Background: an optimization exercise with open tools, aiming at small area, a short achievable clock period and few clock cycles per item. Do not read the settings as production practice.
Only simulation tests tie the RTL to the original design; equivalence was not proved.

==> flow/design.v <==
module bdgr_enc (
    input  wire        clk,
    input  wire        rst,
    input  wire        start,
    input  wire [15:0] width,
    input  wire [15:0] height,
    input  wire        pred_med,
    output wire        busy,
    input  wire        in_valid,
    input  wire [7:0]  in_pix,
    input  wire [7:0]  in_up,
    output wire        in_ready,
    output wire        out_valid,
    output wire [63:0] out_word,
    output wire        out_last,
    input  wire        out_ready
);
    localparam integer ACW    = 88;            
    localparam [6:0]   HOLD_T = ACW - 20;      
    reg        busy_r, in_ready_r, out_valid_r, out_last_r;
    reg        busy_o;        
    reg        med_r;
    reg [15:0] w_r;
    reg [15:0] xc;            
    reg [15:0] yc;            
    reg        first_col, first_row;
    reg        pix_done;      
    reg        v0;            
    reg [7:0]  pix0, up0;     
    reg [7:0]  dA0, dB0, e0;  
    reg        use_c0, use_b0;  
    reg [2:0]  k_r;           
    reg        vR;            
    reg [3:0]  qoffR;         
    reg [3:0]  keffR;         
    reg [7:0]  dataR;         
    reg [6:0]  spos;          
    reg [ACW-1:0] acc;
    assign busy      = busy_o;
    assign in_ready  = in_ready_r;
    assign out_valid = out_valid_r;
    assign out_last  = out_last_r;
    assign out_word  = acc[63:0];
    wire accept = in_valid & in_ready_r;
    wire fire   = out_valid_r & out_ready;
    wire [7:0] na_in = first_col ? 8'd0 : pix0;
    wire [7:0] nb_in = first_row ? 8'd0 : in_up;
    wire [7:0] nc_in = (first_col | first_row) ? 8'd0 : up0;
    wire [7:0] pmin_in = (first_col & (med_r | first_row)) ? 8'd0 : pix0;   
    wire c_ge_in  = (nc_in >= na_in);
    wire use_c_in = c_ge_in ^ (nb_in <= nc_in);    
    wire use_b_in = c_ge_in ~^ (nb_in <= na_in);   
    wire [7:0] dA_in = in_pix - pmin_in;            
    wire [7:0] dB_in = in_pix - nb_in;              
    wire [7:0] e_in  = nc_in - na_in;
    wire [7:0] dC = dB0 + e0;                       
    wire [7:0] d0 = (med_r & use_c0) ? dC : (med_r & use_b0) ? dB0 : dA0;
    wire [7:0] r    = {d0[6:0], 1'b0} ^ {8{d0[7]}};
    wire [7:0] q    = r >> k_r;
    wire       esc  = (q >= 8'd11);
    wire [7:0] mask = ~(8'hff << k_r);
    wire [3:0] qoff = esc ? 4'd11 : q[3:0];
    wire [3:0] keff = esc ? 4'd8 : {1'b0, k_r};
    wire [7:0] data = esc ? r : (r & mask);
    reg [2:0] k_next;
    always @(*) begin
        if      (r <= 8'd1)   k_next = 3'd0;
        else if (r <= 8'd4)   k_next = 3'd1;
        else if (r <= 8'd8)   k_next = 3'd2;
        else if (r <= 8'd16)  k_next = 3'd3;
        else if (r <= 8'd32)  k_next = 3'd4;
        else if (r <= 8'd64)  k_next = 3'd5;
        else if (r <= 8'd128) k_next = 3'd6;
        else                  k_next = 3'd7;
    end
    wire hold = vR & (spos > HOLD_T);
    wire advR = vR & ~hold;
    wire [6:0] spos_add = advR ? spos + {3'd0, qoffR} + {3'd0, keffR} + 7'd1 : spos;
    wire [6:0] spos_next = {spos_add[6] & ~fire, spos_add[5:0]};
    wire [6:0] pos       = spos + {3'd0, qoffR};
    localparam integer NBY = ACW / 8;
    wire [15:0]    fld = {7'd0, dataR, 1'b1} << pos[2:0];
    wire [NBY-1:0] bsel = advR ? ({{(NBY-1){1'b0}}, 1'b1} << pos[6:3]) : {NBY{1'b0}};
    wire [ACW-1:0] ins;
    genvar gb;
    generate
        for (gb = 0; gb < NBY; gb = gb + 1) begin : g_ins
            if (gb == 0) begin : g_lo
                assign ins[7:0] = fld[7:0] & {8{bsel[0]}};
            end else begin : g_hi
                assign ins[8*gb +: 8] = (fld[7:0] & {8{bsel[gb]}}) | (fld[15:8] & {8{bsel[gb-1]}});
            end
        end
    endgenerate
    wire [ACW-1:0] acc_or = acc | ins;
    wire [ACW-1:0] acc_next = fire ? {64'd0, acc_or[ACW-1:64]} : acc_or;
    wire last_col = (xc == 16'd1);
    wire last_row = (yc == 16'd1);
    wire busy_next     = busy_r & ~(fire & out_last_r);
    wire pix_done_next = pix_done | (accept & last_col & last_row);
    wire alldone_next  = pix_done & ~v0 & ~hold;    
    wire [6:0] epos_next = spos_next;
    reg init;
    always @(posedge clk) begin
        if (rst)
            busy_o <= 1'b0;
        else if (!busy_o)
            busy_o <= start;
        else
            busy_o <= ~(fire & out_last_r);
    end
    always @(posedge clk) begin
        if (rst) begin
            busy_r      <= 1'b0;
            init        <= 1'b0;
            in_ready_r  <= 1'b0;
            out_valid_r <= 1'b0;
            out_last_r  <= 1'b0;
        end else if (!busy_r) begin
            busy_r      <= start;
            init        <= start;
            in_ready_r  <= 1'b0;
            out_valid_r <= 1'b0;
        end else if (init) begin
            init        <= 1'b0;
            in_ready_r  <= 1'b1;
        end else begin
            busy_r      <= busy_next;
            in_ready_r  <= busy_next & ~pix_done_next & (spos_next <= HOLD_T);
            out_valid_r <= busy_next & (epos_next[6] | (alldone_next & (epos_next != 7'd0)));
            out_last_r  <= alldone_next & (epos_next <= 7'd64);
        end
    end
    always @(posedge clk) begin
        if (!busy_r) begin
            med_r <= pred_med;
            w_r   <= width;
            yc    <= height;
        end else if (accept & last_col) begin
            yc    <= yc - 16'd1;
        end
        if (init) begin
            xc        <= w_r;
            first_col <= 1'b1;
            first_row <= 1'b1;
            pix_done  <= 1'b0;
        end else if (accept) begin
            first_col <= last_col;
            pix_done  <= last_col & last_row;
            if (last_col) begin
                xc <= w_r;
                first_row <= 1'b0;
            end else begin
                xc <= xc - 16'd1;
            end
        end
    end
    always @(posedge clk) begin
        v0 <= ~rst & (hold ? v0 : accept);
        if (accept) begin
            pix0   <= in_pix;
            up0    <= in_up;
            dA0    <= dA_in;
            dB0    <= dB_in;
            e0     <= e_in;
            use_c0 <= use_c_in;
            use_b0 <= use_b_in;
        end
    end
    always @(posedge clk) begin
        if (init)
            k_r <= 3'd7;
        else if (v0 & ~hold)
            k_r <= k_next;
        vR <= ~rst & (hold ? vR : v0);
        if (!hold) begin
            keffR <= keff;
            qoffR <= qoff;
            dataR <= data;
        end
        spos  <= init ? 7'd32 : spos_next;
        acc   <= init ? {{(ACW-32){1'b0}}, yc, w_r} : acc_next;
    end
endmodule
clock: 11.0 ns
lec_check: 0
cap_margin: 20
core_margin: 2
core_utilization: 40
slew_margin: 20
standard.sh (not shown) runs the stock make flow with config.mk's settings and CLKGATE_MAP_FILE= SYNTH_SCRIPT=/design/flow/synth_recipe.tcl, a recipe that flattens the netlist after the stock synthesis.
==> flow/flow/run.sh <==
#!/bin/bash
set -euo pipefail
export BUFFER_PORTS_ARGS="-buffer_cell sky130_fd_sc_hd__buf_1"
export SETUP_SLACK_MARGIN=7.6
bash standard.sh > standard_make.log 2>&1
Testbench counts at the start, summed over its fixed seeds: cycles 34,785, items 34,030.
Edit:
==> flow/flow/run.sh (replaced) <==
#!/bin/bash
set -euo pipefail
export BUFFER_PORTS_ARGS="-buffer_cell sky130_fd_sc_hd__buf_1"
export SETUP_SLACK_MARGIN=7.3
bash standard.sh > standard_make.log 2>&1
--- a/flow/config.mk
+++ b/flow/config.mk
@@ -7,2 +7,3 @@
 export LEC_CHECK = 0
+export ABC_AREA = 1
 export CAP_MARGIN = 20
@@ -10,2 +11,5 @@
 export CORE_UTILIZATION = 40
+export CTS_BUF_LIST = sky130_fd_sc_hd__clkbuf_16
+export CTS_CLUSTER_DIAMETER = 60
+export CTS_CLUSTER_SIZE = 30
 export SLEW_MARGIN = 20
Cell count grows by 9.2%.
Critical path depth goes down by 8.
First-iteration DRC count rose by 20%.
Wire length fell by 2.2%.

separate check: timing with driven ports:
Ports are ideal in the flow. The routed layouts listed here were re-timed in OpenROAD. Step 1, drivers: a clkbuf_16 drives clk and a buf_2 each remaining input, both assumed. Step 2, shift: input delay + t, output delay - t, t = (earliest + latest rising clock arrival at the registers) / 2. This alone moves slack from input paths to output paths. a / b / c = ideal / step 1 / step 2; a / b = the first two.
run | t, ns | setup WS [ns] | pins driven straight from the clock port
the first run | 0.587 | 7.559 / 7.559 / 7.047 | 1
the second run | 0.552 | 7.436 / 7.458 / 6.907 | 1
After both steps setup and hold are still met in every run listed. The setup slack of the second run, which loses most, moves by +0.022 ns with the drivers and by -0.529 ns with both steps.
